Context: an optimization exercise on an open-source flow, tuned for small area, a short achievable clock period and few clock cycles. The choices shown serve that exercise and are no tape-out recipe.
Where RTL was checked, it was by simulation tests only, not by an equivalence proof against the original.
The RTL of runs 4 and 5 was laid out without a check of its function.
Power figures rest on the tool's default switching activity, not on a simulated workload.

==> config.mk <==
export PLATFORM = sky130hd
export DESIGN_NAME = sla_layer_codec
export DESIGN_NICKNAME = sla_layer_codec
export VERILOG_FILES = /design/flow/design.v
export SDC_FILE = /design/flow/constraint.sdc
export NUM_CORES = 4
export LEC_CHECK = 0
export ABC_CLOCK_PERIOD_IN_PS = 3500
export CAP_MARGIN = 20
export CORE_MARGIN = 2
export CORE_UTILIZATION = 40
export PLACE_DENSITY = 0.6
export SETUP_SLACK_MARGIN = 5
export SLEW_MARGIN = 20
==> constraint.sdc <==
create_clock -name core_clock -period 10.0 [get_ports {clk}]
set_input_delay 2.0000 -clock core_clock [delete_from_list [all_inputs] [get_ports {clk}]]
set_output_delay 2.0000 -clock core_clock [all_outputs]
set_load 0.01 [all_outputs]
==> design.v <==
module sla_layer_codec (
    input  wire        clk,
    input  wire        rst,
    input  wire        cmd_valid,
    output wire        cmd_ready,
    input  wire        cmd_op,        
    input  wire [7:0]  cmd_w,
    input  wire [7:0]  cmd_h,
    input  wire [3:0]  cmd_n,         
    input  wire [19:0] cmd_len,       
    output reg         mem_re,
    output reg         mem_we,
    output reg  [15:0] mem_addr,
    output reg  [7:0]  mem_wdata,
    input  wire [7:0]  mem_rdata,
    output reg         tok_out_valid,
    input  wire        tok_out_ready,
    output reg  [7:0]  tok_out_data,
    input  wire        tok_in_valid,
    output wire        tok_in_ready,
    input  wire [7:0]  tok_in_data,
    output wire        done,
    output wire        done_fail,
    output wire [3:0]  done_code,
    output wire [31:0] done_word
);
    localparam [3:0]
        ST_IDLE  = 4'd0,
        ST_MUL   = 4'd1,    
        ST_SRUN  = 4'd2,    
        ST_SFIN  = 4'd3,    
        ST_MSTR  = 4'd4,    
        ST_MRMW  = 4'd5,    
        ST_MCHK  = 4'd6,    
        ST_MGRP  = 4'd7,    
        ST_MTAIL = 4'd8,    
        ST_MSCL  = 4'd9,    
        ST_MSLOW = 4'd10,   
        ST_DONE  = 4'd11;
    reg [3:0]  st;
    reg        op;
    reg        pz;           
    reg [7:0]  wreg;
    reg [7:0]  hreg;
    reg [3:0]  nreg;
    reg [2:0]  mcnt;
    reg [15:0] P;
    reg [15:0] idx;
    reg [26:0] pl;           
    reg [26:0] D;            
    reg [19:0] blft;
    reg        blz;
    reg        rfail;
    reg [3:0]  rcode;
    reg        wsel;         
    reg        rvalid;       
    reg [3:0]  tg1, tg2;     
    reg [3:0]  fb, fl;       
    reg [2:0]  fcnt;
    reg        cur;
    reg [6:0]  pend;
    reg        sfl;          
    reg [3:0]  cpl;          
    reg        tv;
    reg [6:0]  trem;
    reg        tvalid;
    reg        newtok;
    reg [7:0]  acc;
    reg        conv;         
    reg        fin;          
    reg [1:0]  ph;
    reg [31:0] cnt;          
    assign cmd_ready    = (st == ST_IDLE);
    assign done         = (st == ST_DONE);
    assign done_fail    = rfail;
    assign done_code    = rcode;
    assign done_word    = {5'd0, wsel ? pl : D};
    assign tok_in_ready = (st == ST_MSTR) && !tvalid && !blz;
    wire n_ok = (nreg == 4'd1) || (nreg == 4'd2) || (nreg == 4'd4) || (nreg == 4'd8);
    reg rbit;
    always @(*) begin
        case (nreg)
            4'd1:    rbit = mem_rdata[7];
            4'd2:    rbit = (mem_rdata[7:6] >= {tg2[0], 1'b1});
            4'd4:    rbit = (mem_rdata[7:5] >= {tg2[1:0], 1'b1});
            default: rbit = (mem_rdata[7:4] >= {tg2[2:0], 1'b1});
        endcase
    end
    wire [16:0] idx_inc  = {1'b0, idx} + 17'd1;
    wire        idx_last = (idx_inc[15:0] == P);
    wire        rd_more  = (pl[3:0] != nreg);
    wire [2:0]  credit   = fcnt + {2'd0, rvalid} + {2'd0, mem_re};
    wire        s_issue  = (st == ST_SRUN) && rd_more && (credit <= 3'd3);
    wire out_free = !tok_out_valid || tok_out_ready;
    wire hv = (fcnt != 3'd0);
    wire hb = fb[0];
    wire hl = fl[0];
    reg s_pop, s_emit;
    always @(*) begin
        s_pop  = 1'b0;
        s_emit = 1'b0;
        if (st == ST_SRUN) begin
            if (sfl) begin
                if (out_free) begin
                    s_emit = 1'b1;
                    s_pop  = hv;
                end
            end else if (hv) begin
                if (pend == 7'd0 || (hb == cur && pend != 7'd125)) begin
                    s_pop = 1'b1;
                end else if (out_free) begin
                    s_pop  = 1'b1;
                    s_emit = 1'b1;
                end
            end
        end
    end
    wire s_push = (st == ST_SRUN) && rvalid;
    wire [2:0]  pos     = idx[2:0];
    wire [3:0]  avail   = 4'd8 - {1'b0, pos};
    wire        tfits   = ({1'b0, trem} < {4'd0, avail});
    wire [3:0]  tstep   = tfits ? trem[3:0] : avail;
    wire [3:0]  pend_hi = {1'b0, pos} + tstep;       
    wire        in_tail = (idx[15:3] == P[15:3]);
    wire        pl_hi   = (pl[26:3] != 24'd0);       
    wire        bitwise = in_tail || conv;
    wire [12:0] g_inc   = idx[15:3] + 13'd1;
    wire        g_last  = (g_inc == P[15:3]);
    reg  [7:0]  acc_new;
    integer k;
    always @(*) begin
        for (k = 0; k < 8; k = k + 1)
            acc_new[k] = ((k >= pos) && (k < pend_hi)) ? tv : acc[k];
    end
    function [7:0] f_lut;
        input [3:0] n;
        input [3:0] c;
        begin
            case ({n, c})
            8'h10: f_lut = 8'd0;
            8'h11: f_lut = 8'd255;
            8'h20: f_lut = 8'd0;
            8'h21: f_lut = 8'd127;
            8'h22: f_lut = 8'd254;
            8'h30: f_lut = 8'd0;
            8'h31: f_lut = 8'd85;
            8'h32: f_lut = 8'd170;
            8'h33: f_lut = 8'd255;
            8'h40: f_lut = 8'd0;
            8'h41: f_lut = 8'd63;
            8'h42: f_lut = 8'd126;
            8'h43: f_lut = 8'd189;
            8'h44: f_lut = 8'd252;
            8'h50: f_lut = 8'd0;
            8'h51: f_lut = 8'd51;
            8'h52: f_lut = 8'd102;
            8'h53: f_lut = 8'd153;
            8'h54: f_lut = 8'd204;
            8'h55: f_lut = 8'd255;
            8'h60: f_lut = 8'd0;
            8'h61: f_lut = 8'd42;
            8'h62: f_lut = 8'd84;
            8'h63: f_lut = 8'd126;
            8'h64: f_lut = 8'd168;
            8'h65: f_lut = 8'd210;
            8'h66: f_lut = 8'd252;
            8'h70: f_lut = 8'd0;
            8'h71: f_lut = 8'd36;
            8'h72: f_lut = 8'd72;
            8'h73: f_lut = 8'd108;
            8'h74: f_lut = 8'd144;
            8'h75: f_lut = 8'd180;
            8'h76: f_lut = 8'd216;
            8'h77: f_lut = 8'd252;
            8'h80: f_lut = 8'd0;
            8'h81: f_lut = 8'd31;
            8'h82: f_lut = 8'd62;
            8'h83: f_lut = 8'd93;
            8'h84: f_lut = 8'd124;
            8'h85: f_lut = 8'd155;
            8'h86: f_lut = 8'd186;
            8'h87: f_lut = 8'd217;
            8'h88: f_lut = 8'd248;
            default: f_lut = 8'd0;
            endcase
        end
    endfunction
    wire [3:0] cnt_sel = cnt[{idx[2:0], 2'b00} +: 4];
    wire [7:0] gval    = fin ? f_lut(pl[3:0], cnt_sel) : {4'd0, cnt_sel};
    wire [3:0] gmax    = fin ? (pl[3:0] - 4'd1) : 4'd7;    
    always @(posedge clk) begin
        if (rst) begin
            st            <= ST_IDLE;
            mem_re        <= 1'b0;
            mem_we        <= 1'b0;
            rvalid        <= 1'b0;
            tok_out_valid <= 1'b0;
            tvalid        <= 1'b0;
        end else begin
            mem_re <= 1'b0;
            mem_we <= 1'b0;
            rvalid <= mem_re;
            if (tok_out_ready)
                tok_out_valid <= 1'b0;
            case (st)
                ST_IDLE: begin
                    if (cmd_valid) begin
                        op     <= cmd_op;
                        pz     <= (cmd_w == 8'd0) || (cmd_h == 8'd0);
                        wreg   <= cmd_w;
                        hreg   <= cmd_h;
                        nreg   <= cmd_n;
                        blft   <= cmd_len;
                        blz    <= (cmd_len == 20'd0);
                        P      <= 16'd0;
                        mcnt   <= 3'd0;
                        idx    <= 16'd0;
                        pl     <= 27'd0;
                        D      <= 27'd0;
                        rfail  <= 1'b0;
                        rcode  <= 4'd0;
                        wsel   <= 1'b0;
                        st     <= ST_MUL;
                    end
                end
                ST_MUL: begin
                    P    <= {P[14:0], 1'b0} + (hreg[7] ? {8'd0, wreg} : 16'd0);
                    hreg <= {hreg[6:0], 1'b0};
                    mcnt <= mcnt + 3'd1;
                    if (mcnt == 3'd7) begin
                        fcnt   <= 3'd0;
                        sfl    <= 1'b0;
                        pend   <= 7'd0;
                        cpl    <= 4'd0;
                        tvalid <= 1'b0;
                        newtok <= 1'b0;
                        conv   <= 1'b0;
                        fin    <= 1'b0;
                        ph     <= 2'd0;
                        cnt    <= 32'd0;
                        if (op) begin
                            st <= ST_MSTR;
                        end else if (!n_ok) begin
                            rfail <= 1'b1;
                            rcode <= 4'd6;
                            D     <= {23'd0, nreg};
                            st    <= ST_DONE;
                        end else if (pz) begin
                            st <= ST_DONE;
                        end else begin
                            st <= ST_SRUN;
                        end
                    end
                end
                ST_SRUN: begin
                    if (s_issue) begin
                        mem_re   <= 1'b1;
                        mem_addr <= idx;
                        tg1      <= {idx_last, pl[2:0]};
                        if (idx_last) begin
                            idx <= 16'd0;
                            pl  <= pl + 27'd1;
                        end else begin
                            idx <= idx_inc[15:0];
                        end
                    end
                    tg2 <= tg1;
                    if (s_pop) begin
                        fb <= {1'b0, fb[3:1]};
                        fl <= {1'b0, fl[3:1]};
                    end
                    if (s_push) begin
                        fb[fcnt - {2'd0, s_pop}] <= rbit;
                        fl[fcnt - {2'd0, s_pop}] <= tg2[3];
                    end
                    fcnt <= fcnt + {2'd0, s_push} - {2'd0, s_pop};
                    if (s_emit) begin
                        tok_out_valid <= 1'b1;
                        tok_out_data  <= {cur, pend};
                        D             <= D + 27'd1;
                    end
                    if (sfl) begin
                        if (out_free) begin
                            cpl <= cpl + 4'd1;
                            if (hv) begin
                                cur  <= hb;
                                pend <= 7'd1;
                                sfl  <= hl;
                            end else begin
                                pend <= 7'd0;
                                sfl  <= 1'b0;
                            end
                        end
                    end else if (s_pop) begin
                        sfl <= hl;
                        if (pend == 7'd0 || s_emit) begin
                            cur  <= hb;
                            pend <= 7'd1;
                        end else begin
                            pend <= pend + 7'd1;
                        end
                    end
                    if (cpl == nreg)
                        st <= ST_SFIN;
                end
                ST_SFIN: begin
                    if (out_free)
                        st <= ST_DONE;
                end
                ST_MSTR: begin
                    if (tok_in_ready && tok_in_valid) begin
                        tv     <= tok_in_data[7];
                        trem   <= tok_in_data[6:0];
                        tvalid <= 1'b1;
                        blft   <= blft - 20'd1;
                        blz    <= (blft == 20'd1);
                    end
                    newtok <= tok_in_ready && tok_in_valid;
                    if (newtok && !pz)
                        D <= D + {20'd0, trem};
                    if (tvalid) begin
                        if (trem == 7'd0 || pz) begin
                            tvalid <= 1'b0;
                        end else if (pl_hi && !conv) begin
                            fin <= 1'b0;
                            ph  <= 2'd0;
                            cnt <= 32'd0;
                            st  <= (P[15:3] == 13'd0) ? ST_MSTR : ST_MGRP;
                            if (P[15:3] == 13'd0)
                                conv <= 1'b1;
                        end else if (bitwise) begin
                            mem_addr <= idx;
                            if (pl == 27'd0) begin
                                mem_we    <= 1'b1;
                                mem_wdata <= {7'd0, tv};
                            end
                            if (pl != 27'd0 && tv) begin
                                mem_re <= 1'b1;
                                st     <= ST_MRMW;
                            end else begin
                                trem <= trem - 7'd1;
                                if (trem == 7'd1)
                                    tvalid <= 1'b0;
                                if (idx_last) begin
                                    idx <= 16'd0;
                                    pl  <= pl + 27'd1;
                                end else begin
                                    idx <= idx_inc[15:0];
                                end
                            end
                        end else begin
                            acc  <= acc_new;
                            trem <= trem - {3'd0, tstep};
                            if (tfits)
                                tvalid <= 1'b0;
                            if (pend_hi[3]) begin
                                mem_we    <= 1'b1;
                                mem_addr  <= {idx[15:3], pl[2:0]};
                                mem_wdata <= acc_new;
                                if (g_last && P[2:0] == 3'd0) begin
                                    idx <= 16'd0;
                                    pl  <= pl + 27'd1;
                                end else begin
                                    idx <= {g_inc, 3'd0};
                                end
                            end else begin
                                idx[2:0] <= pend_hi[2:0];
                            end
                        end
                    end else if (blz && !newtok) begin
                        st <= ST_MCHK;
                    end
                end
                ST_MRMW: begin
                    if (rvalid) begin
                        mem_we    <= 1'b1;
                        mem_wdata <= mem_rdata + 8'd1;
                        trem      <= trem - 7'd1;
                        if (trem == 7'd1)
                            tvalid <= 1'b0;
                        if (idx_last) begin
                            idx <= 16'd0;
                            pl  <= pl + 27'd1;
                        end else begin
                            idx <= idx_inc[15:0];
                        end
                        st <= ST_MSTR;
                    end
                end
                ST_MCHK: begin
                    ph  <= 2'd0;
                    cnt <= 32'd0;
                    fin <= 1'b1;
                    if (pz) begin
                        rfail <= 1'b1;
                        rcode <= 4'd13;
                        st    <= ST_DONE;
                    end else if (idx != 16'd0) begin
                        rfail <= 1'b1;
                        rcode <= 4'd8;
                        st    <= ST_DONE;
                    end else if (pl == 27'd0) begin
                        rfail <= 1'b1;
                        rcode <= 4'd13;
                        st    <= ST_DONE;
                    end else begin
                        wsel <= 1'b1;
                        if (conv)
                            st <= ST_MSCL;
                        else if (P[15:3] != 13'd0)
                            st <= ST_MGRP;
                        else
                            st <= ST_MTAIL;
                    end
                end
                ST_MGRP: begin
                    if (rvalid) begin
                        for (k = 0; k < 8; k = k + 1)
                            cnt[4*k +: 4] <= cnt[4*k +: 4] + {3'd0, mem_rdata[k]};
                    end
                    case (ph)
                        2'd0: begin
                            mem_re   <= 1'b1;
                            mem_addr <= idx;
                            if ({1'b0, idx[2:0]} == gmax) begin
                                idx[2:0] <= 3'd0;
                                ph       <= 2'd1;
                            end else begin
                                idx[2:0] <= idx[2:0] + 3'd1;
                            end
                        end
                        2'd1: begin
                            if (!mem_re && !rvalid)
                                ph <= 2'd2;
                        end
                        default: begin
                            mem_we    <= 1'b1;
                            mem_addr  <= idx;
                            mem_wdata <= gval;
                            if (idx[2:0] == 3'd7) begin
                                cnt <= 32'd0;
                                ph  <= 2'd0;
                                if (g_last) begin
                                    if (fin) begin
                                        idx <= {g_inc, 3'd0};
                                        st  <= (P[2:0] == 3'd0) ? ST_DONE : ST_MTAIL;
                                    end else begin
                                        idx  <= 16'd0;
                                        conv <= 1'b1;
                                        st   <= ST_MSTR;
                                    end
                                end else begin
                                    idx <= {g_inc, 3'd0};
                                end
                            end else begin
                                idx[2:0] <= idx[2:0] + 3'd1;
                            end
                        end
                    endcase
                end
                ST_MTAIL: begin
                    case (ph)
                        2'd0: begin
                            mem_re   <= 1'b1;
                            mem_addr <= idx;
                            ph       <= 2'd1;
                        end
                        2'd1: begin
                            if (rvalid) begin
                                cnt[3:0] <= mem_rdata[3:0];
                                ph       <= 2'd2;
                            end
                        end
                        default: begin
                            mem_we    <= 1'b1;
                            mem_addr  <= idx;
                            mem_wdata <= f_lut(pl[3:0], cnt[3:0]);
                            ph        <= 2'd0;
                            if (idx_last)
                                st <= ST_DONE;
                            else
                                idx <= idx_inc[15:0];
                        end
                    endcase
                end
                ST_MSCL: begin
                    if (ph == 2'd0) begin
                        cnt[7:0]  <= 8'd0;
                        cnt[15:8] <= 8'd255;
                        if (pl[26:8] != 19'd0)
                            st <= ST_MSLOW;
                        else
                            ph <= 2'd1;
                    end else if (cnt[15:8] >= pl[7:0]) begin
                        cnt[15:8] <= cnt[15:8] - pl[7:0];
                        cnt[7:0]  <= cnt[7:0] + 8'd1;
                    end else begin
                        ph <= 2'd0;
                        st <= ST_MSLOW;
                    end
                end
                ST_MSLOW: begin
                    case (ph)
                        2'd0: begin
                            mem_re   <= 1'b1;
                            mem_addr <= idx;
                            ph       <= 2'd1;
                        end
                        2'd1: begin
                            if (rvalid) begin
                                cnt[23:16] <= mem_rdata;
                                cnt[15:8]  <= 8'd0;
                                ph         <= 2'd2;
                            end
                        end
                        default: begin
                            if (cnt[23:16] != 8'd0) begin
                                cnt[23:16] <= cnt[23:16] - 8'd1;
                                cnt[15:8]  <= cnt[15:8] + cnt[7:0];
                            end else begin
                                mem_we    <= 1'b1;
                                mem_addr  <= idx;
                                mem_wdata <= cnt[15:8];
                                ph        <= 2'd0;
                                if (idx_last)
                                    st <= ST_DONE;
                                else
                                    idx <= idx_inc[15:0];
                            end
                        end
                    endcase
                end
                ST_DONE: st <= ST_IDLE;
                default: st <= ST_IDLE;
            endcase
        end
    end
endmodule
==> run.sh <==
#!/bin/bash
# synth_recipe.tcl (not shown) runs the flow's synth.tcl, then flattens the netlist and writes it again
# the make line also repeats each setting of config.mk as NAME=value (left out here)
make -C /OpenROAD-flow-scripts/flow DESIGN_CONFIG=/design/flow/config.mk WORK_HOME=/design/flow/orfs CLKGATE_MAP_FILE= SYNTH_SCRIPT=/design/flow/synth_recipe.tcl finish
==> results of run 1 <==
[kinds of logic (layout without fill, tap and decap cells)]
| group | count (synthesis) | after routing | share of synthesized area |
|---|---|---|---|
| muxes | 70 | 70 | 0.04272 |
| other | 1 | 6 | 0.0001902 |
| xor gates and xnor gates | 135 | 135 | 0.05998 |
| AOI/OAI and AO/OA | 573 | 573 | 0.1882 |
| DFF | 264 | 264 | 0.3976 |
| adders and majority gates | 102 | 102 | 0.06779 |
| and+or+nand+nor | 806 | 806 | 0.2017 |
| buffers and inverters | 204 | 311 | 0.04189 |
[timing repair]
action,4_1_cts,5_1_grt
endpoints found under the setup margin,78,70
buffers inserted,9,3
hold endpoints to repair,0,0
pin swaps,1,0
resized for setup,6,3
[area by class of cell]
type | count | area [sq um]
clock buffer | 45 | 892.1
tap | 664 | 830.8
sequential | 264 | 7843
timing repair buffer | 172 | 1639
antenna | 1 | 2.502
inverter | 79 | 296.5
fill | 4657 | 25910
clock inverter | 15 | 151.4
multi-input combinational | 1691 | 11180
[power groups by stage]
stage,Combinational (W),Sequential [W],Clock [W]
6_report,0.00272,0.00197,0.00117
5_1_grt,0.00297,0.00201,0.00123
4_1_cts,0.00266,0.00197,0.00119
3_5_place_dp,0.00257,0.00202,0
3_3_place_gp,0.00254,0.00201,0
2_1_floorplan,0.00188,0.00179,0
[registers in the layout, summed over array words and instances (netlist names), 7 cells and up]
signal        flops
pl               27
acc               8
pend              7
P                16
mem_addr         16
hreg              8
D                27
idx              16
wreg              8
mem_wdata         8
tok_out_data      8
cnt              32
trem              7
blft             20
[placed cells by master (no fill, tap or decap), types with 29 or more instances in the layout]
master	netlist	routed
nor2_1	175	174
xnor2_1	66	66
clkdlybuf4s50_1	0	131
nor4_1	40	40
nand3_1	59	59
clkbuf_16	0	34
nand2_1	241	241
ha_1	94	94
a31oi_1	34	34
xor2_1	69	68
nor3_1	60	57
o21ai_0	140	140
buf_4	7	39
and3_1	39	39
mux2i_1	29	29
a21oi_1	147	145
inv_1	76	76
edfxtp_1	255	255
mux2_2	33	33
[cell usage after synthesis, types with 8 or more instances]
cell type / instances
and3_1: 39
buf_2: 9
a21o_1: 23
nor3_1: 60
nor2b_1: 26
or4_1: 13
mux4_2: 8
mux2_2: 33
a31oi_1: 34
a21oi_1: 147
o21bai_1: 11
xor2_1: 69
ha_1: 94
nand2_1: 241
a211oi_1: 24
clkbuf_1: 99
nand2b_1: 20
and2_1: 22
nor4_1: 40
o221ai_1: 13
nor2_1: 175
inv_1: 76
nor3b_1: 10
fa_1: 8
o21ai_0: 140
o211ai_1: 12
nand3_1: 59
a311oi_1: 11
xnor2_1: 66
dfxtp_1: 9
nand4_1: 28
a221oi_1: 10
mux2i_1: 29
o21a_1: 8
o22ai_1: 28
nand3b_1: 11
o41ai_1: 10
or3_1: 25
edfxtp_1: 255
[worst max-delay path: stages (launching register included)]
cell	delay, ns
dfxtp_1	0.54
or4b_4	0.84
nor3_1	0.33
clkdlybuf4s50_1	0.60
[stage by stage]
| stage | hold slack (ns) | power, W | setup slack, ns | cells | util |
|---|---|---|---|---|---|
| after CTS | 0.4244 | 0.005824 | 5.043 | 2926 | 0.4673 |
| after floorplan | 0.4003 | 0.003675 | 4.759 | 2159 | - |
| after detailed placement | 0.4114 | 0.004586 | 4.168 | 2857 | 0.4435 |
| after global routing | 0.4327 | 0.006210 | 5.011 | 2930 | 0.4684 |
| after global placement | 0.4114 | 0.004544 | 4.362 | 2857 | 0.4434 |
| final | 0.4239 | 0.005864 | 5.102 | 2931 | 0.4684 |
[worst min path at each step]
stage,from,end,cells after the start
finish,tg1[0]$_DFFE_PP_,tg2[0]$_DFFE_PP_,0
global route,tg1[0]$_DFFE_PP_,tg2[0]$_DFFE_PP_,0
CTS,tg1[0]$_DFFE_PP_,tg2[0]$_DFFE_PP_,0
detailed placement,tg1[0]$_DFFE_PP_,tg2[0]$_DFFE_PP_,0
global placement,tg1[1]$_DFFE_PP_,tg2[1]$_DFFE_PP_,0
floorplan,tg1[0]$_DFFE_PP_,tg2[0]$_DFFE_PP_,0
[layer usage]
layer | GRT usage | routed length (um) | share of wire | up-vias
met1 | 0.3485 | 28510 | 0.45 | 8595
met3 | 0.03851 | 4586 | 0.072 | 102
met4 | 0.06858 | 1483 | 0.023 | 2
li1 | - | - | - | 8276
met5 | 0 | 17 | 0.00027 | -
met2 | 0.3909 | 29130 | 0.46 | 784
==> qor.csv, run 1 <==
stage;metric;value;unit
clock_network;H-tree lvl count;2;
synth;ys async rst share;0;
cells_and_area;Layout Cell Area excl Fill;22830;sq um
synth;ranking of synthesized cells by area;edfxtp_1, ha_1, nand2_1;
synth;Syn Area/Cell;9.147;sq um
run_status;outcome;no timing/DRC/antenna violations;
route;First-pass DRT Iterations;5;
worst_setup_path;CP Launch Point;st[1]$_SDFFE_PP0P_;
power;Clk pwr share;0.200;
job;Max Cap Viol;0;
sta;Tcrit/Tclk final;0.4898;
power;VDD IR max;0.1378;mV
floorplanning;row count;81;
synth;Yosys top cell area share;0.3884;
power;Comb power frac;0.463;
grt;largest net degree at the start of global routing;51;
worst_setup_path;Req. time, crit path;8.00;ns
route;drt wl/cell;21.74;um
floorplanning;CORE AREA;48750;sq um
synth;Synth Flop Type;edfxtp_1;
synth;Distinct cells, synth;92;
power;P_sw;0.002535;W
sta;Setup TNS Final;0;ns
synth;area leader, netlist;edfxtp_1;
power;Power Dens Cells;256.8;nW/um^2
grt;initial antenna violation count;1;
route;Vias/cell;6.059;
power;sw frac;0.4322;
worst_setup_path;CP max FO;50;
power;P_leak;8.113;nW
clock_network;clock buffer depth;3;
synth;FF+latch count, synth;264;
route;Final ANT Viol Nets;0;
power;P_int;0.003329;W
clock_network;CTS tree;yes;
synth;Mapped Area;19710;sq um
cells_and_area;Net count, final;2406;
floorplanning;die area;51070;sq um
sta;Peak Freq;204.2;MHz
worst_setup_path;kind of critical path;reg -> out;
synth;synth warn;1;
sta;Max Slew Vio Count;0;
clock_network;clock latency (worst-skew pair);0.57;ns
power;Flop pwr share;0.337;
clock_network;CTS hold repair buffers;0;
worst_setup_path;crit path to;tok_in_ready;
sta;Least-Margin Pin Slew;1.098;ns
route;Vias;17760;
sta;Final setup violation count;0;
synth;Post-synth EDFFs;255;
floorplanning;chip height;226.0;um
route;DRC;0;
grt;GRT Residual Overflow;0;
clock_network;Worst-path clk slew;0.06;ns
route;drt total wl;63730;um
sta;unrepaired setup endpoints after global routing;false;
synth;post-synthesis sequential area ratio;0.3976;
worst_setup_path;reg2reg end;pl[24]$_DFFE_PP_;
worst_setup_path;cell count of the worst reg-to-reg path;16;
worst_hold_path;hold crit path type;reg -> reg;
grt;vias in the first global route;16890;
place;GPL Wtd Cong;0.9434;
floorplanning;I/O pin total;137;
clock_network;TritonCTS Sinks;264;
worst_setup_path;Worst setup EP type;output port;
synth;Synth Instances;2155;
sta;final hold violation count;0;
floorplanning;Initial Utilization;0.4044;
route;Initial DRC Count;2133;
cells_and_area;share of cells above drive strength 1;0.07679;
worst_setup_path;R2R setup slack;5.37;ns
cells_and_area;Area Overhead vs Synth;15.84;%
clock_network;Num CTS Buffers;34;
worst_setup_path;RR Startpoint;idx[0]$_DFFE_PP_;
place;dpl cell area;21620;sq um
sta;crit path time final;4.898;ns
grt;first-pass GRT wire length;98450;um
sta;slew margin rel.;0.2654;
worst_setup_path;Critical Path AT;2.90;ns
grt;GRT Total Usage;0.2465;
place;post-DP HPWL;46620;um
sta;clock skew;0.02281;ns
worst_setup_path;CP Launch Type;flip-flop;
floorplanning;Die Wd;226.0;um
place;port buffer count;131;
clock_network;CTS Root Cell;clkbuf_16;
Testbench counts, summed over its fixed seeds: cycles 482,756.
==> run 2, diff against run 1 <==
--- a/config.mk
+++ b/config.mk
@@ -5,10 +5,9 @@
 export SDC_FILE = /design/flow/constraint.sdc
 export NUM_CORES = 4
 export LEC_CHECK = 0
-export ABC_CLOCK_PERIOD_IN_PS = 3500
+export ABC_AREA = 1
 export CAP_MARGIN = 20
 export CORE_MARGIN = 2
 export CORE_UTILIZATION = 40
 export PLACE_DENSITY = 0.6
-export SETUP_SLACK_MARGIN = 5
 export SLEW_MARGIN = 20
==> run 2 against run 1 <==
Worst hold slack lost 0.00081 ns. Maximum frequency shrank 9.3%. Synthesized area grew 4.8%. Routed wire length grew 12%. Register-to-register slack lost 0.77 ns. Clock power grew 9%. Via count grew 13%. Power grew 5.2%. Sequential power is essentially flat. Core utilization shrank 0.29 points. Still clean. Combinational power grew 7%.
==> qor.csv, run 2 <==
stage;metric;value;unit;change
clock_network;# Post-CTS Setup Buffers;0;;-9
clock_network;clock buffer depth;3;;unchanged
floorplanning;row count;83;;+2.5%
floorplanning;die area;53470;sq um;+4.7%
cells_and_area;number of antenna diodes;0;;-1
route;Initial DRC Count;1752;;-18%
cells_and_area;Area Overhead vs Synth;15.39;%;
place;GPL Wtd Cong;0.9833;;+4.2%
floorplanning;Initial Utilization;0.4034;;-0.0009720
worst_setup_path;Critical Path AT;5.62;ns;+2.72 ns
route;drt wl/cell;19.46;um;-11%
clock_network;CTS tree;yes;;
sta;clock skew;0.01463;ns;-0.008177 ns
worst_hold_path;WHS Path Cells;0;;unchanged
sta;unrepaired setup endpoints after global routing;false;;
floorplanning;chip height;231.2;um;+2.3%
worst_setup_path;Req. time, crit path;10.22;ns;+2.22 ns
grt;GRT Residual Overflow;0;;unchanged
sta;slew margin rel.;0.3859;;+0.1205
worst_setup_path;reg2reg end;pl[21]$_DFFE_PP_;;
synth;count leader, synth;nand2_1;;
worst_hold_path;hold path endpoint;tg2[1]$_DFFE_PP_;;
route;Vias/cell;5.501;;-9.2%
run_status;outcome;no timing/DRC/antenna violations;;
grt;first-pass GRT wire length;110000;um;+12%
grt;vias in the first global route;19040;;+13%
worst_setup_path;RR Startpoint;idx[0]$_DFFE_PP_;;
synth;Synth Flop Type;edfxtp_1;;
cells_and_area;max reg flops;32;;unchanged
sta;Peak Freq;185.1;MHz;-9.3%
cells_and_area;biggest regs;cnt x32, D x27, pl x27;;
job;Max Cap Viol;0;;unchanged
cells_and_area;commonest non-fill, non-tap cells in the layout;nand2_1, nor2_1, inv_1, edfxtp_1, nand3_1;;
route;DRC;0;;unchanged
worst_setup_path;CP Launch Type;flip-flop;;
synth;ys async rst share;0;;unchanged
worst_setup_path;R2R setup slack;4.60;ns;-0.77 ns
sta;final hold violation count;0;;unchanged
clock_network;TritonCTS Sinks;264;;unchanged
clock_network;clock latency (worst-skew pair);0.56;ns;about the same
cells_and_area;Largest Register;cnt;;
clock_network;post-CTS resize count;0;;-6
place;Place WS;4.347;ns;+0.1788 ns
grt;initial antenna violation count;3;;+2
clock_network;CTS Root Cell;clkbuf_16;;
place;port buffer count;131;;unchanged
cells_and_area;share of cells above drive strength 1;0.04835;;-0.02843
worst_setup_path;CP max FO;27;;-46%
synth;Synth top cells by count;nand2_1, nor2_1, inv_1;;
cells_and_area;fill count;5181;;+11%
synth;Syn Area/Cell;7.293;sq um;-20%
synth;Mapped Area;20650;sq um;+4.8%
clock_network;CTS hold repair buffers;0;;unchanged
sta;Setup TNS Final;0;ns;unchanged
synth;Yosys top cell area share;0.3708;;-0.01770
route;Final ANT Viol Nets;0;;unchanged
route;drt total wl;71170;um;+12%
sta;PnR worst setup slack;4.598;ns;-0.5041 ns
place;post-DP HPWL;55140;um;+18%
worst_hold_path;hold crit path type;reg -> reg;;
worst_setup_path;Worst setup EP type;flip-flop;;
sta;Tcrit/Tclk final;0.5402;;+0.05041
sta;worst hold slack;0.4231;ns;-0.0008070 ns
cells_and_area;Register Area;7838;sq um;about the same
synth;Post-synth EDFFs;255;;unchanged
power;P_leak;10.21;nW;+26%
grt;largest net degree at the start of global routing;55;;+7.8%
synth;Distinct cells, synth;60;;-35%
floorplanning;Die Wd;231.2;um;+2.3%
synth;post-synthesis sequential area ratio;0.3795;;-0.01811
route;First-pass DRT Iterations;6;;+1
worst_hold_path;HP Start;tg1[1]$_DFFE_PP_;;
power;VDD IR max;0.1199;mV;-13%
synth;synth warn;1;;unchanged
sta;Final setup violation count;0;;unchanged
sta;crit path time final;5.402;ns;+0.5041 ns
cells_and_area;commonest non-fill, non-tap cell in the layout;nand2_1;;
floorplanning;I/O pin total;137;;unchanged
synth;Synth Instances;2832;;+31%
cells_and_area;Multi-input gate area;11240;sq um;+0.51%
clock_network;H-tree lvl count;2;;unchanged
cells_and_area;Net count, final;3118;;+30%
power;Power Dens Cells;258.7;nW/um^2;+0.75%
worst_setup_path;kind of critical path;reg -> reg;;
worst_setup_path;cell count of the worst reg-to-reg path;19;;+3
clock_network;Worst-path clk slew;0.06;ns;about the same
route;Vias;20120;;+13%
sta;Max Slew Vio Count;0;;unchanged
floorplanning;CORE AREA;51200;sq um;+5.0%
clock_network;Num CTS Buffers;36;;+5.9%
synth;FF+latch count, synth;264;;unchanged
synth;ranking of synthesized cells by area;edfxtp_1, nand2_1, nor2_1;;
sta;Least-Margin Pin Slew;0.9211;ns;-0.1767 ns
grt;GRT Total Usage;0.2634;;+0.01685
synth;area leader, netlist;edfxtp_1;;
-- run 2: changes by cell type in the layout (fill, tap and decap cells not counted), moves of 24 or more --
cell / before / now
nand3_1: 59 / 184
xnor2_1: 66 / 29
mux2i_1: 29 / 0
or3_1: 25 / 0
nor2b_1: 26 / 2
nor2_1: 174 / 399
nand4_1: 28 / 59
o21ai_0: 140 / 174
inv_1: 76 / 331
and3_1: 39 / 1
nand2_1: 241 / 718
mux2_2: 33 / 0
-- run 2: worst max path at each step --
stage / start / endpoint / slack [ns] / depth (start not counted)
2_1_floorplan: rst / D[0]$_DFFE_PP_ / 2.65 / 5
3_3_place_gp: idx[0]$_DFFE_PP_ / idx[6]$_DFFE_PP_ / 4.44 / 18
3_5_place_dp: idx[0]$_DFFE_PP_ / idx[6]$_DFFE_PP_ / 4.35 / 18
4_1_cts: idx[0]$_DFFE_PP_ / idx[4]$_DFFE_PP_ / 4.33 / 18
5_1_grt: idx[0]$_DFFE_PP_ / pl[24]$_DFFE_PP_ / 3.97 / 19
6_report: idx[0]$_DFFE_PP_ / pl[21]$_DFFE_PP_ / 4.60 / 19
-- run 2: report_power, final --
group	switching [W]	internal [W]	total, W
Combinational	0.00197	0.000949	0.00292
Sequential	0.000337	0.00164	0.00198
Clock	0.000530	0.000742	0.00127
-- run 2: per-layer routing --
layer,track usage,vias up,part of all wire
li1,-,9728,-
met1,0.3718,9509,0.45
met2,0.4128,754,0.44
met3,0.04318,127,0.075
met4,0.07984,6,0.030
met5,0,-,0.00055
-- run 2: final cells by class --
class | count | area share
clock inverters | 15 | 0.006982
multi-input cells | 2155 | 0.4715
well taps | 680 | 0.03570
flip-flops and latches | 264 | 0.3289
clock buffers | 47 | 0.04079
inverters | 344 | 0.05423
repair buffers | 153 | 0.06195
-- run 2: kinds of logic (layout without fill, tap and decap cells) --
family	after synthesis	in the layout	synth area share
AOI/OAI and AO/OA	429	429	0.1161
xor gates and xnor gates	114	114	0.04871
adders and majority gates	102	102	0.06470
buffers and inverters	417	559	0.07924
DFF	264	264	0.3795
other	1	5	0.0001816
and+or+nand+nor	1505	1505	0.3116
-- run 2: stage by stage --
step / std cells / instance area (sq um) / utilization / power (W)
4_1_cts: 3658 / 23820 / 0.4652 / 0.006146
3_5_place_dp: 3596 / 22680 / 0.4429 / 0.004852
2_1_floorplan: 2836 / 20670 / - / 0.003818
3_3_place_gp: 3596 / 22680 / 0.4429 / 0.004812
6_report: 3658 / 23830 / 0.4655 / 0.006166
5_1_grt: 3658 / 23830 / 0.4655 / 0.006603
-- run 2: critical path, stage by stage (launching register included) --
cell	delay (ns)
edfxtp_1	0.92
inv_2	0.41
ha_1	0.35
ha_1	0.30
inv_1	0.05
ha_1	0.29
a21oi_1	0.13
nand2_1	0.07
nand2_1	0.05
nand2_1	0.17
o21ai_0	0.45
ha_1	0.33
a31oi_1	0.27
inv_1	0.09
nand2_1	0.07
nand2_1	0.05
nor2_1	0.44
inv_1	0.17
nand4_1	0.17
inv_2	0.26
==> run 3, diff against run 2 <==
--- a/config.mk
+++ b/config.mk
@@ -5,7 +5,6 @@
 export SDC_FILE = /design/flow/constraint.sdc
 export NUM_CORES = 4
 export LEC_CHECK = 0
-export ABC_AREA = 1
 export CAP_MARGIN = 20
 export CORE_MARGIN = 2
 export CORE_UTILIZATION = 40
==> run 3 against run 2 <==
Worst hold slack lost 0.0011 ns. Clock-buffer cell count is 9 lower. Register-to-register slack worse by 0.09 ns. Synthesized area is 4.6% lower. Maximum frequency down 5.3%. Still clean on timing, DRC and antenna. Largest cell class unchanged. Worst setup slack worse by 0.30 ns. Non-clock buffer count is 8 higher.
==> qor.csv, run 3 <==
stage;metric;value;unit;change
clock_network;post-CTS resize count;0;;unchanged
synth;Mapped Area;19710;sq um;-4.6%
worst_hold_path;hold path endpoint;tg2[3]$_DFFE_PP_;;
worst_setup_path;Slowest-stage cell, CP;or4b_2;;
sta;slew margin rel.;0.2912;;-0.09469
worst_setup_path;Req. time, crit path;8.00;ns;-2.22 ns
place;port buffer count;131;;unchanged
clock_network;clock latency (worst-skew pair);0.58;ns;+0.02 ns
synth;Synth Flop Type;edfxtp_1;;
worst_hold_path;hold crit path type;reg -> reg;;
clock_network;CTS tree;yes;;
sta;worst hold slack;0.4219;ns;-0.001131 ns
worst_setup_path;cell count of the worst reg-to-reg path;16;;-3
clock_network;CTS hold repair buffers;0;;unchanged
cells_and_area;Largest Register;cnt;;
cells_and_area;Area Overhead vs Synth;14.97;%;
power;P_leak;8.045;nW;-21%
sta;Least-Margin Pin Slew;1.059;ns;+0.1381 ns
synth;Post-synth EDFFs;255;;unchanged
floorplanning;Initial Utilization;0.4044;;+0.0009720
place;GPL Wtd Cong;0.9272;;-5.7%
cells_and_area;biggest regs;cnt x32, D x27, pl x27;;
power;Power Dens Cells;255.4;nW/um^2;-1.3%
worst_setup_path;Largest delay share family, worst path;simple AND/OR/NAND/NOR gates;;
worst_setup_path;Worst setup EP type;output port;;
worst_setup_path;CP max FO;50;;+85%
clock_network;# Post-CTS Setup Buffers;0;;unchanged
sta;Max Slew Vio Count;0;;unchanged
power;Pwr Total;0.005788;W;-6.1%
cells_and_area;commonest non-fill, non-tap cell in the layout;edfxtp_1;;
sta;crit path time final;5.707;ns;+0.3047 ns
clock_network;H-tree lvl count;1;;-1
worst_setup_path;crit-path cells;or4b_2, nor3_1, clkdlybuf4s50_1;;
sta;final hold violation count;0;;unchanged
synth;Yosys top cell area share;0.3884;;+0.01770
sta;Setup TNS Final;0;ns;unchanged
cells_and_area;number of antenna diodes;0;;unchanged
worst_setup_path;R2R setup slack;4.51;ns;-0.09 ns
floorplanning;I/O pin total;137;;unchanged
grt;vias in the first global route;16890;;-11%
grt;initial antenna violation count;2;;-1
sta;unrepaired setup endpoints after global routing;false;;
synth;synth warn;1;;unchanged
floorplanning;CORE AREA;48750;sq um;-4.8%
grt;GRT Total Usage;0.2443;;-0.01908
synth;FF+latch count, synth;264;;unchanged
worst_setup_path;Critical Path AT;3.71;ns;-1.91 ns
synth;Distinct cells, synth;92;;+53%
route;First-pass DRT Iterations;8;;+2
floorplanning;chip height;226.0;um;-2.3%
sta;clock skew;0.01572;ns;+0.001090 ns
route;Initial DRC Count;1956;;+12%
place;post-DP HPWL;46510;um;-16%
worst_setup_path;kind of critical path;reg -> out;;
floorplanning;Die Wd;226.0;um;-2.3%
synth;ys async rst share;0;;unchanged
route;drt total wl;63440;um;-11%
synth;Synth top cells by count;edfxtp_1, nand2_1, nor2_1;;
cells_and_area;share of cells above drive strength 1;0.07070;;+0.02234
clock_network;TritonCTS Sinks;264;;unchanged
worst_setup_path;CP peak stage delay;1.08;ns;+0.16 ns
synth;Syn Area/Cell;9.147;sq um;+25%
synth;count leader, synth;edfxtp_1;;
route;Vias;17700;;-12%
synth;Synth Instances;2155;;-24%
worst_setup_path;worst path bufs/invs;1;;-4
sta;Tcrit/Tclk final;0.5707;;+0.03047
floorplanning;row count;81;;-2.4%
power;VDD IR max;0.1659;mV;+38%
clock_network;clock buffer depth;3;;unchanged
worst_hold_path;WHS Path Cells;0;;unchanged
sta;PnR worst setup slack;4.293;ns;-0.3047 ns
grt;first-pass GRT wire length;98240;um;-11%
cells_and_area;commonest non-fill, non-tap cells in the layout;edfxtp_1, nand2_1, nor2_1, a21oi_1, o21ai_0;;
route;Vias/cell;6.077;;+10%
cells_and_area;Net count, final;2391;;-23%
grt;largest net degree at the start of global routing;51;;-7.3%
worst_setup_path;reg2reg end;idx[7]$_DFFE_PP_;;
job;Max Cap Viol;0;;unchanged
synth;area leader, netlist;edfxtp_1;;
grt;GRT Residual Overflow;0;;unchanged
cells_and_area;max reg flops;32;;unchanged
worst_setup_path;RR Startpoint;idx[1]$_DFFE_PP_;;
clock_network;Num CTS Buffers;30;;-17%
sta;Peak Freq;175.2;MHz;-5.3%
route;DRC;0;;unchanged
place;Place WS;4.263;ns;-0.08380 ns
floorplanning;die area;51070;sq um;-4.5%
synth;ranking of synthesized cells by area;edfxtp_1, ha_1, nand2_1;;
sta;Final setup violation count;0;;unchanged
worst_setup_path;CP Launch Type;flip-flop;;
route;drt wl/cell;21.78;um;+12%
route;Final ANT Viol Nets;0;;unchanged
clock_network;CTS Root Cell;clkbuf_16;;
run_status;outcome;no timing/DRC/antenna violations;;
clock_network;Worst-path clk slew;0.06;ns;about the same
worst_hold_path;HP Start;tg1[3]$_DFFE_PP_;;
synth;post-synthesis sequential area ratio;0.3976;;+0.01811
## run 3: cell types whose count changed after synthesis, moves of 31 or more
cell,change
o21ai_0,-34
mux2_2,+33
nand4_1,-31
inv_1,-256
nor2_1,-226
xnor2_1,+37
nand2_1,-477
clkbuf_1,+64
nand3_1,-125
and3_1,+38
## run 3: cells by family (layout without fill, tap and decap cells)
logic type | after synthesis | count (layout) | share of synthesized area
AND/OR/NAND/NOR | 806 | 806 | 0.2017
AO/OA/AOI/OAI | 573 | 573 | 0.1882
flip-flops | 264 | 264 | 0.3976
buffers and inverters | 204 | 294 | 0.04189
XOR/XNOR | 135 | 135 | 0.05998
adder cells (fa/ha/maj) | 102 | 102 | 0.06779
multiplexers | 70 | 70 | 0.04272
other | 1 | 5 | 0.0001902
## run 3: through the flow
step | area [sq um] | utilization | std cells
CTS | 22640 | 0.4644 | 2912
floorplan | 19730 | - | 2159
finish | 22660 | 0.4649 | 2913
global placement | 21620 | 0.4434 | 2858
detailed placement | 21630 | 0.4438 | 2858
global route | 22660 | 0.4649 | 2913
## run 3: how the worst max path moves through the flow
stage / startpoint / to / slack [ns] / depth (start not counted)
finish: st[2]$_SDFFE_PP0P_ / tok_in_ready / 4.29 / 3
global route: idx[1]$_DFFE_PP_ / idx[7]$_DFFE_PP_ / 4.09 / 16
CTS: idx[1]$_DFFE_PP_ / idx[15]$_DFFE_PP_ / 4.25 / 16
detailed placement: idx[1]$_DFFE_PP_ / idx[15]$_DFFE_PP_ / 4.26 / 16
global placement: idx[1]$_DFFE_PP_ / mem_wdata[0]$_DFFE_PP_ / 4.41 / 16
floorplan: idx[1]$_DFFE_PP_ / pl[0]$_DFFE_PP_ / 3.95 / 18
## run 3: layout make-up
cell class	instances	area, sq um
Multi-Input combinational cell	1691	11150
Timing Repair Buffer	161	1544
Inverter	79	296.5
Clock buffer	38	812.0
Tap cell	664	830.8
Clock inverter	16	195.2
Sequential cell	264	7839
Fill cell	4641	26090
## run 3: power breakdown
| group | leakage (nW) | switching, W | internal [W] |
|---|---|---|---|
| clock network | 0.493 | 0.000485 | 0.000677 |
| logic | 5.10 | 0.00160 | 0.00103 |
| registers | 2.46 | 0.000397 | 0.00160 |
## run 3: routing by layer
layer | global-route usage | vias up | routed length [um]
li1 | - | 8234 | -
met1 | 0.3460 | 8541 | 28050
met2 | 0.3852 | 805 | 28720
met3 | 0.03409 | 119 | 4901
met4 | 0.07733 | 2 | 1751
met5 | 0 | - | 13
==> run 4, diff against run 3 <==
--- a/design.v
+++ b/design.v
@@ -13,9 +13,9 @@
     output reg  [15:0] mem_addr,
     output reg  [7:0]  mem_wdata,
     input  wire [7:0]  mem_rdata,
-    output reg         tok_out_valid,
+    output wire        tok_out_valid,
     input  wire        tok_out_ready,
-    output reg  [7:0]  tok_out_data,
+    output wire [7:0]  tok_out_data,
     input  wire        tok_in_valid,
     output wire        tok_in_ready,
     input  wire [7:0]  tok_in_data,
@@ -28,7 +28,6 @@
         ST_IDLE  = 4'd0,
         ST_MUL   = 4'd1,    
         ST_SRUN  = 4'd2,    
-        ST_SFIN  = 4'd3,    
         ST_MSTR  = 4'd4,    
         ST_MRMW  = 4'd5,    
         ST_MCHK  = 4'd6,    
@@ -40,8 +39,6 @@
     reg [3:0]  st;
     reg        op;
     reg        pz;           
-    reg [7:0]  wreg;
-    reg [7:0]  hreg;
     reg [3:0]  nreg;
     reg [2:0]  mcnt;
     reg [15:0] P;
@@ -65,11 +62,11 @@
     reg [6:0]  trem;
     reg        tvalid;
     reg        newtok;
-    reg [7:0]  acc;
     reg        conv;         
     reg        fin;          
     reg [1:0]  ph;
     reg [31:0] cnt;          
+    wire [7:0] acc = cnt[7:0];
     assign cmd_ready    = (st == ST_IDLE);
     assign done         = (st == ST_DONE);
     assign done_fail    = rfail;
@@ -86,35 +83,20 @@
             default: rbit = (mem_rdata[7:4] >= {tg2[2:0], 1'b1});
         endcase
     end
+    wire [8:0]  mul_sum  = {1'b0, P[15:8]} + (P[0] ? {1'b0, D[7:0]} : 9'd0);
     wire [16:0] idx_inc  = {1'b0, idx} + 17'd1;
     wire        idx_last = (idx_inc[15:0] == P);
     wire        rd_more  = (pl[3:0] != nreg);
     wire [2:0]  credit   = fcnt + {2'd0, rvalid} + {2'd0, mem_re};
     wire        s_issue  = (st == ST_SRUN) && rd_more && (credit <= 3'd3);
-    wire out_free = !tok_out_valid || tok_out_ready;
     wire hv = (fcnt != 3'd0);
     wire hb = fb[0];
     wire hl = fl[0];
-    reg s_pop, s_emit;
-    always @(*) begin
-        s_pop  = 1'b0;
-        s_emit = 1'b0;
-        if (st == ST_SRUN) begin
-            if (sfl) begin
-                if (out_free) begin
-                    s_emit = 1'b1;
-                    s_pop  = hv;
-                end
-            end else if (hv) begin
-                if (pend == 7'd0 || (hb == cur && pend != 7'd125)) begin
-                    s_pop = 1'b1;
-                end else if (out_free) begin
-                    s_pop  = 1'b1;
-                    s_emit = 1'b1;
-                end
-            end
-        end
-    end
+    wire s_ext = (pend == 7'd0) || (hb == cur && pend != 7'd125);
+    assign tok_out_valid = (st == ST_SRUN) && (sfl || (hv && !s_ext));
+    assign tok_out_data  = {cur, pend};
+    wire s_take = tok_out_valid && tok_out_ready;
+    wire s_pop  = (st == ST_SRUN) && hv && (sfl ? tok_out_ready : (s_ext || tok_out_ready));
     wire s_push = (st == ST_SRUN) && rvalid;
     wire [2:0]  pos     = idx[2:0];
     wire [3:0]  avail   = 4'd8 - {1'b0, pos};
@@ -194,29 +176,24 @@
             mem_re        <= 1'b0;
             mem_we        <= 1'b0;
             rvalid        <= 1'b0;
-            tok_out_valid <= 1'b0;
             tvalid        <= 1'b0;
         end else begin
             mem_re <= 1'b0;
             mem_we <= 1'b0;
             rvalid <= mem_re;
-            if (tok_out_ready)
-                tok_out_valid <= 1'b0;
             case (st)
                 ST_IDLE: begin
                     if (cmd_valid) begin
                         op     <= cmd_op;
                         pz     <= (cmd_w == 8'd0) || (cmd_h == 8'd0);
-                        wreg   <= cmd_w;
-                        hreg   <= cmd_h;
                         nreg   <= cmd_n;
                         blft   <= cmd_len;
                         blz    <= (cmd_len == 20'd0);
-                        P      <= 16'd0;
+                        P      <= {8'd0, cmd_h};
                         mcnt   <= 3'd0;
                         idx    <= 16'd0;
                         pl     <= 27'd0;
-                        D      <= 27'd0;
+                        D      <= {19'd0, cmd_w};
                         rfail  <= 1'b0;
                         rcode  <= 4'd0;
                         wsel   <= 1'b0;
@@ -224,10 +201,10 @@
                     end
                 end
                 ST_MUL: begin
-                    P    <= {P[14:0], 1'b0} + (hreg[7] ? {8'd0, wreg} : 16'd0);
-                    hreg <= {hreg[6:0], 1'b0};
+                    P    <= {mul_sum, P[7:1]};
                     mcnt <= mcnt + 3'd1;
                     if (mcnt == 3'd7) begin
+                        D      <= 27'd0;
                         fcnt   <= 3'd0;
                         sfl    <= 1'b0;
                         pend   <= 7'd0;
@@ -274,14 +251,13 @@
                         fl[fcnt - {2'd0, s_pop}] <= tg2[3];
                     end
                     fcnt <= fcnt + {2'd0, s_push} - {2'd0, s_pop};
-                    if (s_emit) begin
-                        tok_out_valid <= 1'b1;
-                        tok_out_data  <= {cur, pend};
-                        D             <= D + 27'd1;
-                    end
+                    if (s_take)
+                        D <= D + 27'd1;
                     if (sfl) begin
-                        if (out_free) begin
+                        if (tok_out_ready) begin
                             cpl <= cpl + 4'd1;
+                            if (cpl + 4'd1 == nreg)
+                                st <= ST_DONE;
                             if (hv) begin
                                 cur  <= hb;
                                 pend <= 7'd1;
@@ -293,19 +269,13 @@
                         end
                     end else if (s_pop) begin
                         sfl <= hl;
-                        if (pend == 7'd0 || s_emit) begin
+                        if (s_ext && pend != 7'd0) begin
+                            pend <= pend + 7'd1;
+                        end else begin
                             cur  <= hb;
                             pend <= 7'd1;
-                        end else begin
-                            pend <= pend + 7'd1;
                         end
                     end
-                    if (cpl == nreg)
-                        st <= ST_SFIN;
-                end
-                ST_SFIN: begin
-                    if (out_free)
-                        st <= ST_DONE;
                 end
                 ST_MSTR: begin
                     if (tok_in_ready && tok_in_valid) begin
@@ -349,7 +319,7 @@
                                 end
                             end
                         end else begin
-                            acc  <= acc_new;
+                            cnt[7:0] <= acc_new;
                             trem <= trem - {3'd0, tstep};
                             if (tfits)
                                 tvalid <= 1'b0;
@@ -467,14 +437,14 @@
                         end
                         2'd1: begin
                             if (rvalid) begin
-                                cnt[3:0] <= mem_rdata[3:0];
+                                cnt <= {8{mem_rdata[3:0]}};
                                 ph       <= 2'd2;
                             end
                         end
                         default: begin
                             mem_we    <= 1'b1;
                             mem_addr  <= idx;
-                            mem_wdata <= f_lut(pl[3:0], cnt[3:0]);
+                            mem_wdata <= gval;
                             ph        <= 2'd0;
                             if (idx_last)
                                 st <= ST_DONE;
==> flow/run.sh (new file) <==
#!/bin/bash
# Standard layout, with the timing repair aiming further below the clock period.
set -euo pipefail
bash standard.sh SETUP_SLACK_MARGIN=6 finish > flow.log 2>&1
==> standard.sh (new file) <==
#!/bin/bash
# synth_recipe.tcl (not shown) runs the flow's synth.tcl, then flattens the netlist and writes it again
# the make line also repeats each setting of config.mk as NAME=value (left out here)
make -C /OpenROAD-flow-scripts/flow DESIGN_CONFIG=/design/flow/config.mk WORK_HOME=/design/flow/orfs CLKGATE_MAP_FILE= SYNTH_SCRIPT=/design/flow/synth_recipe.tcl "${@:-finish}"
--- a/config.mk
+++ b/config.mk
@@ -9,4 +9,5 @@
 export CORE_MARGIN = 2
 export CORE_UTILIZATION = 40
 export PLACE_DENSITY = 0.6
+export SETUP_SLACK_MARGIN = 5
 export SLEW_MARGIN = 20
removed: run.sh
==> run 4 against run 3 <==
Register-to-register slack improved by 1.6 ns. Clock skew decreased by 0.0016 ns. Final cell count down 4.4%. Maximum frequency grew 45%. Cell area is 1.5% lower. Sequential share of layout area decreased by 3.8 points. Synthesized area is 6.9% lower. Global-route usage is 1.5 points higher. Critical path depth grew 1. Clock power barely moved. Critical path type unchanged. Largest power group unchanged.
==> qor.csv, run 4 <==
stage;metric;value;unit;change
sta;Peak Freq;253.7;MHz;+45%
place;post-DP HPWL;45400;um;-2.4%
power;Pwr Total;0.005594;W;-3.4%
worst_setup_path;Req. time, crit path;8.00;ns;about the same
power;P_leak;8.114;nW;+0.86%
sta;Final setup violation count;0;;unchanged
sta;Setup TNS Final;0;ns;unchanged
cells_and_area;Largest Register;cnt;;
cells_and_area;max reg flops;32;;unchanged
worst_setup_path;cell count of the worst reg-to-reg path;18;;+2
place;port buffer count;131;;unchanged
worst_setup_path;CP Launch Type;flip-flop;;
worst_setup_path;reg2reg end;mem_wdata[4]$_DFFE_PP_;;
floorplanning;row count;78;;-3.7%
cells_and_area;Net count, final;2325;;-2.8%
power;VDD IR max;0.1294;mV;-22%
synth;Post-synth EDFFs;223;;-13%
worst_setup_path;RR Startpoint;idx[1]$_DFFE_PP_;;
clock_network;clock buffer depth;3;;unchanged
synth;Synth Flop Type;edfxtp_1;;
clock_network;clock latency (worst-skew pair);0.57;ns;about the same
cells_and_area;commonest non-fill, non-tap cells in the layout;edfxtp_1, nand2_1, nor2_1, o21ai_0, a21oi_1;;
route;DRC;0;;unchanged
worst_setup_path;CP peak stage delay;0.40;ns;-0.68 ns
floorplanning;Die Wd;218.2;um;-3.5%
route;drt wl/cell;22.66;um;+4.0%
synth;Mapped Area;18350;sq um;-6.9%
floorplanning;I/O pin total;137;;unchanged
sta;final hold violation count;0;;unchanged
clock_network;TritonCTS Sinks;231;;-13%
synth;FF+latch count, synth;231;;-13%
synth;Yosys top cell area share;0.3649;;-0.02355
sta;Least-Margin Pin Slew;1.008;ns;-0.05084 ns
sta;Tcrit/Tclk final;0.3941;;-0.1766
worst_setup_path;Largest delay share family, worst path;buffers and inverters;;
worst_hold_path;HP Start;tg1[0]$_DFFE_PP_;;
synth;synth warn;1;;unchanged
clock_network;Worst-path clk slew;0.06;ns;about the same
power;Power Dens Cells;250.6;nW/um^2;-1.9%
worst_setup_path;Worst setup EP type;output port;;
worst_setup_path;Critical Path AT;1.94;ns;-1.77 ns
worst_setup_path;Slowest-stage cell, CP;edfxtp_1;;
clock_network;H-tree lvl count;1;;unchanged
grt;first-pass GRT wire length;96530;um;-1.7%
job;Max Cap Viol;0;;unchanged
place;GPL Wtd Cong;0.9406;;+1.4%
clock_network;Num CTS Buffers;29;;-3.3%
sta;unrepaired setup endpoints after global routing;true;;
worst_hold_path;WHS Path Cells;0;;unchanged
clock_network;CTS tree;yes;;
floorplanning;CORE AREA;45280;sq um;-7.1%
synth;Syn Area/Cell;9.076;sq um;-0.78%
cells_and_area;number of antenna diodes;0;;unchanged
synth;ranking of synthesized cells by area;edfxtp_1, ha_1, nand2_1;;
route;drt total wl;63120;um;-0.50%
worst_setup_path;worst path bufs/invs;3;;+2
synth;Distinct cells, synth;94;;+2.2%
cells_and_area;biggest regs;cnt x32, D x27, pl x27;;
grt;vias in the first global route;16620;;-1.6%
cells_and_area;commonest non-fill, non-tap cell in the layout;edfxtp_1;;
sta;slew margin rel.;0.3252;;+0.03402
synth;ys async rst share;0;;unchanged
worst_setup_path;crit-path cells;buf_4, buf_12, mux2_2, dlygate4sd2_1;;
run_status;outcome;no timing/DRC/antenna violations;;
synth;count leader, synth;edfxtp_1;;
floorplanning;Initial Utilization;0.4053;;+0.0008766
synth;post-synthesis sequential area ratio;0.3736;;-0.02396
grt;largest net degree at the start of global routing;51;;unchanged
clock_network;CTS Root Cell;clkbuf_16;;
cells_and_area;final core occ;0.4928;;+0.02794
grt;GRT Total Usage;0.2597;;+0.01542
route;Vias/cell;6.144;;+1.1%
floorplanning;die area;47610;sq um;-6.8%
synth;area leader, netlist;edfxtp_1;;
sta;crit path time final;3.941;ns;-1.766 ns
worst_setup_path;kind of critical path;reg -> out;;
worst_setup_path;R2R setup slack;6.07;ns;+1.56 ns
grt;GRT Residual Overflow;0;;unchanged
sta;Max Slew Vio Count;0;;unchanged
route;First-pass DRT Iterations;6;;-2
cells_and_area;Layout Cell Area excl Fill;22320;sq um;-1.5%
cells_and_area;share of cells above drive strength 1;0.1354;;+0.06471
route;Vias;17120;;-3.3%
cells_and_area;Area Overhead vs Synth;21.61;%;
floorplanning;chip height;218.2;um;-3.5%
synth;Synth top cells by count;edfxtp_1, nand2_1, nor2_1;;
worst_setup_path;CP max FO;14;;-72%
route;Final ANT Viol Nets;0;;unchanged
clock_network;CTS hold repair buffers;0;;unchanged
sta;clock skew;0.01409;ns;-0.001631 ns
synth;Synth Instances;2022;;-6.2%
place;dpl cell area;20300;sq um;-6.2%
route;Initial DRC Count;1614;;-17%
worst_hold_path;hold crit path type;reg -> reg;;
grt;initial antenna violation count;0;;-2
worst_hold_path;hold path endpoint;tg2[0]$_DFFE_PP_;;
-- run 4: changes by cell type after synthesis, moves of 10 or more --
cell / previous run / this run
edfxtp_1: 255 / 223
clkbuf_1: 99 / 72
o22ai_1: 28 / 9
nor2_1: 175 / 156
nand2_1: 241 / 220
xor2_1: 69 / 51
xnor2_1: 66 / 76
a21oi_1: 147 / 136
a211oi_1: 24 / 12
mux2i_1: 29 / 39
-- run 4: worst reg2reg max path: stages, from the launching register on --
cell and delay, ns:
edfxtp_1 0.47, buf_12 0.18, inv_8 0.08, ha_4 0.16
ha_4 0.20, inv_2 0.07, ha_4 0.21, a21oi_4 0.14
o21a_4 0.18, nor2_2 0.04, a21o_1 0.18, ha_1 0.28
a21o_1 0.16, a21oi_4 0.08, or3_4 0.41, a21oi_4 0.17
o21ai_4 0.09, a2111oi_4 0.33, buf_6 0.20
-- run 4: layer usage --
metal  up-vias  track usage  part of all wire
li1       7869            -                 -
met1      8261       0.3517              0.43
met2       818       0.4141              0.45
met3       168      0.04175             0.079
met4         0       0.1039             0.040
met5         -            0                 0
-- run 4: cell families after synthesis --
logic type      after synthesis  synth area share
other cells                   1         0.0002043
mux                          87           0.05563
fa+ha+maj                   100           0.07138
flops                       231            0.3736
compound gates              544            0.1949
xor+xnor                    129           0.06279
simple gates                732            0.1960
buf+inv                     198           0.04541
-- run 4: metrics by stage --
stage / hold slack, ns / worst slack, ns / instances
after floorplan: 0.4003 / 5.894 / 2026
after global placement: 0.4041 / 4.945 / 2668
after detailed placement: 0.4072 / 4.828 / 2668
after CTS: 0.4219 / 5.933 / 2772
after global routing: 0.4309 / 5.922 / 2786
final: 0.4236 / 6.059 / 2786
-- run 4: cell type report --
type,instances,area [sq um]
Clock buffer,35,748.2
Clock inverter,18,266.5
Fill cell,4280,22970
Inverter,87,341.6
Multi-Input combinational cell,1598,11200
Sequential cell,231,6869
Tap cell,600,750.7
Timing Repair Buffer,217,2140
-- run 4: worst max-delay path by stage --
stage / startpoint / endpoint / cells past startpoint
final: wsel$_DFFE_PP_ / done_word[0] / 4
after global routing: idx[1]$_DFFE_PP_ / mem_wdata[5]$_DFFE_PP_ / 17
after CTS: st[0]$_SDFFE_PP0P_ / tok_in_ready / 6
after detailed placement: idx[0]$_DFFE_PP_ / mem_wdata[0]$_DFFE_PP_ / 16
after global placement: idx[0]$_DFFE_PP_ / mem_wdata[3]$_DFFE_PP_ / 16
after floorplan: idx[1]$_DFFE_PP_ / mem_wdata[0]$_DFFE_PP_ / 18
-- run 4: power by group --
group / total (W) / internal [W] / switching (W)
Sequential: 0.00172 / 0.00139 / 0.000329
Combinational: 0.00272 / 0.00113 / 0.00160
Clock: 0.00115 / 0.000710 / 0.000436
Total: 0.00559 / 0.00323 / 0.00236
-- run 4: timing repair --
item,4_1_cts,5_1_grt
pin swaps,16,20
setup buffers,48,13
cloned,3,1
resized for setup,74,51
endpoints found under the setup margin,197,157
==> run 5, diff against run 4 <==
==> flow/run.sh (replaced) <==
#!/bin/bash
# Standard layout, with the timing repair aiming further below the clock period.
set -euo pipefail
bash standard.sh SETUP_SLACK_MARGIN=7 finish > flow.log 2>&1
==> run 5 against run 4 <==
Final cell count grew 6.8%. Worst hold slack lost 0.0013 ns. First-iteration DRC count rose by 15%. Routed wire length is 13% higher. Non-clock buffer count rose by 180. Flip-flop and latch count is the same. Synthesized area unchanged. Highest routed layer unchanged.
==> qor.csv, run 5 <==
stage;metric;value;unit;change
worst_setup_path;Req. time, crit path;8.00;ns;about the same
power;P_int;0.003672;W;+14%
sta;crit path time final;4.112;ns;+0.1703 ns
worst_setup_path;Worst setup EP type;output port;;
worst_setup_path;Critical Path AT;2.11;ns;+0.17 ns
clock_network;CTS Root Cell;clkbuf_16;;
grt;first-pass GRT wire length;106500;um;+10%
route;Vias;18490;;+8.0%
synth;ranking of synthesized cells by area;edfxtp_1, ha_1, nand2_1;;
power;Comb power frac;0.560;;+0.073
synth;Synth Area in Compound Gates;0.1949;;unchanged
worst_setup_path;CP Launch Type;flip-flop;;
synth;simple-gate share of the synthesized area;0.1960;;unchanged
grt;initial antenna violation count;0;;unchanged
power;Power Dens Cells;248.2;nW/um^2;-0.96%
synth;Synth Instances;2022;;unchanged
synth;post-synthesis sequential area ratio;0.3736;;unchanged
cells_and_area;fin cells;2976;;+6.8%
clock_network;CTS hold repair buffers;0;;unchanged
place;placed cell count;2667;;-0.037%
synth;FF+latch count, synth;231;;unchanged
synth;largest family of logic cells by synthesized area;simple AND/OR/NAND/NOR gates;;
clock_network;H-tree lvl count;1;;unchanged
floorplanning;die area;47610;sq um;unchanged
worst_setup_path;reg2reg end;cur$_DFFE_PP_;;
sta;slew margin rel.;0.2862;;-0.03899
cells_and_area;Area Overhead vs Synth;41.60;%;
floorplanning;I/O pin total;137;;unchanged
synth;synth warn;1;;unchanged
place;dpl cell area;20690;sq um;+1.9%
grt;vias in the first global route;17810;;+7.1%
power;P_leak;9.639;nW;+19%
synth;Syn Area/Cell;9.076;sq um;unchanged
cells_and_area;Layout Cell Area excl Fill;25980;sq um;+16%
synth;count leader, synth;edfxtp_1;;
cells_and_area;biggest regs;cnt x32, D x27, pl x27;;
floorplanning;row count;78;;unchanged
sta;Tcrit/Tclk final;0.4112;;+0.01703
synth;area leader, netlist;edfxtp_1;;
place;GPL Wtd Cong;0.9323;;-0.88%
worst_setup_path;CP max FO;5;;-9
run_status;outcome;no timing/DRC/antenna violations;;
route;Final ANT Viol Nets;0;;unchanged
route;drt wl/cell;24.05;um;+6.1%
cells_and_area;fill count;3859;;-9.8%
job;Max Cap Viol;0;;unchanged
place;post-DP HPWL;45490;um;+0.21%
sta;Peak Freq;243.2;MHz;-4.1%
sta;Max Slew Vio Count;0;;unchanged
grt;GRT Total Usage;0.2874;;+0.02775
cells_and_area;max reg flops;32;;unchanged
worst_hold_path;WHS Path Cells;0;;unchanged
place;port buffer count;131;;unchanged
cells_and_area;number of antenna diodes;0;;unchanged
sta;Least-Margin Pin Slew;1.061;ns;+0.05243 ns
floorplanning;CORE AREA;45280;sq um;unchanged
synth;Post-synth EDFFs;223;;unchanged
sta;final hold violation count;0;;unchanged
cells_and_area;commonest non-fill, non-tap cell in the layout;edfxtp_1;;
worst_hold_path;hold crit path type;reg -> reg;;
synth;Adder-Cell Fraction of Synth Area;0.07138;;unchanged
grt;largest net degree at the start of global routing;45;;-12%
power;Clk pwr share;0.175;;-0.030
synth;Synth Flop Type;edfxtp_1;;
clock_network;CTS tree;yes;;
power;P_sw;0.002778;W;+18%
route;drt total wl;71570;um;+13%
cells_and_area;Net count, final;2514;;+8.1%
synth;Synth Area in XOR/XNOR;0.06279;;unchanged
worst_hold_path;HP Start;tg1[0]$_DFFE_PP_;;
sta;Setup TNS Final;0;ns;unchanged
run 5: cell families (layout without fill, tap and decap cells):
| family | after synthesis | count (layout) |
|---|---|---|
| compound gates | 544 | 546 |
| flops | 231 | 231 |
| fa+ha+maj | 100 | 100 |
| mux | 87 | 87 |
| xor+xnor | 129 | 129 |
| simple gates | 732 | 739 |
| buf+inv | 198 | 539 |
| other cells | 1 | 5 |
run 5: worst max-delay path, stage by stage, from the launching register on:
cell and delay (ns):
edfxtp_1 0.45, inv_1 0.09, ha_1 0.15, nor4b_4 0.17, nand2_1 0.10, buf_4 0.16, a21oi_4 0.16, nor2_2 0.07
buf_2 0.14
run 5: power groups by stage:
stage | Sequential [W] | Clock, W | Combinational [W]
5_1_grt | 0.00173 | 0.00117 | 0.00385
4_1_cts | 0.00169 | 0.00114 | 0.00322
3_5_place_dp | 0.00176 | 0 | 0.00245
2_1_floorplan | 0.00158 | 0 | 0.00180
6_report | 0.00171 | 0.00113 | 0.00361
3_3_place_gp | 0.00175 | 0 | 0.00243
run 5: what timing repair did:
item                                    4_1_cts  5_1_grt
endpoints found under the setup margin      380      313
resized for setup                           625      167
pin swaps                                   137      107
buffers inserted                            167       62
cloned                                       21        4
run 5: how the worst max path moves through the flow:
stage                                startpoint                     end  slack (ns)  cells past startpoint
after floorplan                idx[1]$_DFFE_PP_  mem_wdata[0]$_DFFE_PP_        5.93                     18
after global placement         idx[1]$_DFFE_PP_  mem_wdata[0]$_DFFE_PP_        5.28                     16
after detailed placement       idx[1]$_DFFE_PP_        pl[25]$_DFFE_PP_        5.18                     16
after CTS                 pend[0]$_SDFFCE_PN0P_           tok_out_valid        6.01                      7
after global routing      pend[0]$_SDFFCE_PN0P_           tok_out_valid        5.81                      8
final                     pend[0]$_SDFFCE_PN0P_           tok_out_valid        5.89                      8
run 5: routing by layer:
layer | global-route usage | share of wire
met1 | 0.3857 | 0.41
met2 | 0.4494 | 0.45
met3 | 0.05303 | 0.086
met4 | 0.1324 | 0.055
met5 | 0 | 0
run 5: area by class of cell:
type / instances / area, sq um / area share
Multi-Input combinational cell: 1606 / 12910 / 0.4968
Inverter: 87 / 369.1 / 0.01420
Sequential cell: 231 / 6880 / 0.2648
Tap cell: 600 / 750.7 / 0.02889
Timing Repair Buffer: 397 / 4065 / 0.1564
Clock inverter: 22 / 249.0 / 0.009582
Clock buffer: 33 / 762.0 / 0.02932
run 5: through the flow:
step                      power, W  setup WS, ns    util
after floorplan           0.003380         5.932       -
after global placement    0.004188         5.284  0.4570
after detailed placement  0.004215         5.176  0.4570
after CTS                 0.006054         6.014  0.5444
after global routing      0.006750         5.813  0.5738
final                     0.006450         5.888  0.5738

## port drivers added, routing unchanged
Ports are ideal in the flow. The routed layouts listed here were re-timed in OpenROAD.
Step 1 sets driving cells, clkbuf_16 on the clock port and buf_2 on the other inputs (assumed; they add their load-dependent delay and slew).
Step 2 also shifts input and output timing later by t, the mid clock arrival at the registers, as if the neighbouring blocks saw the same clock.
a / b / c = ideal / step 1 / step 2; a / b = the first two.
| run | t, ns | setup WS [ns] |
|---|---|---|
| run 1 | 0.617 | 5.102 / 5.042 / 4.959 |
| run 2 | 0.616 | 4.598 / 4.598 / 4.598 |
| run 3 | 0.633 | 4.293 / 4.235 / 4.506 |
| run 4 | 0.622 | 6.059 / 6.001 / 5.556 |
| run 5 | 0.665 | 5.888 / 5.822 / 5.955 |
After both steps every run listed still meets setup and hold.
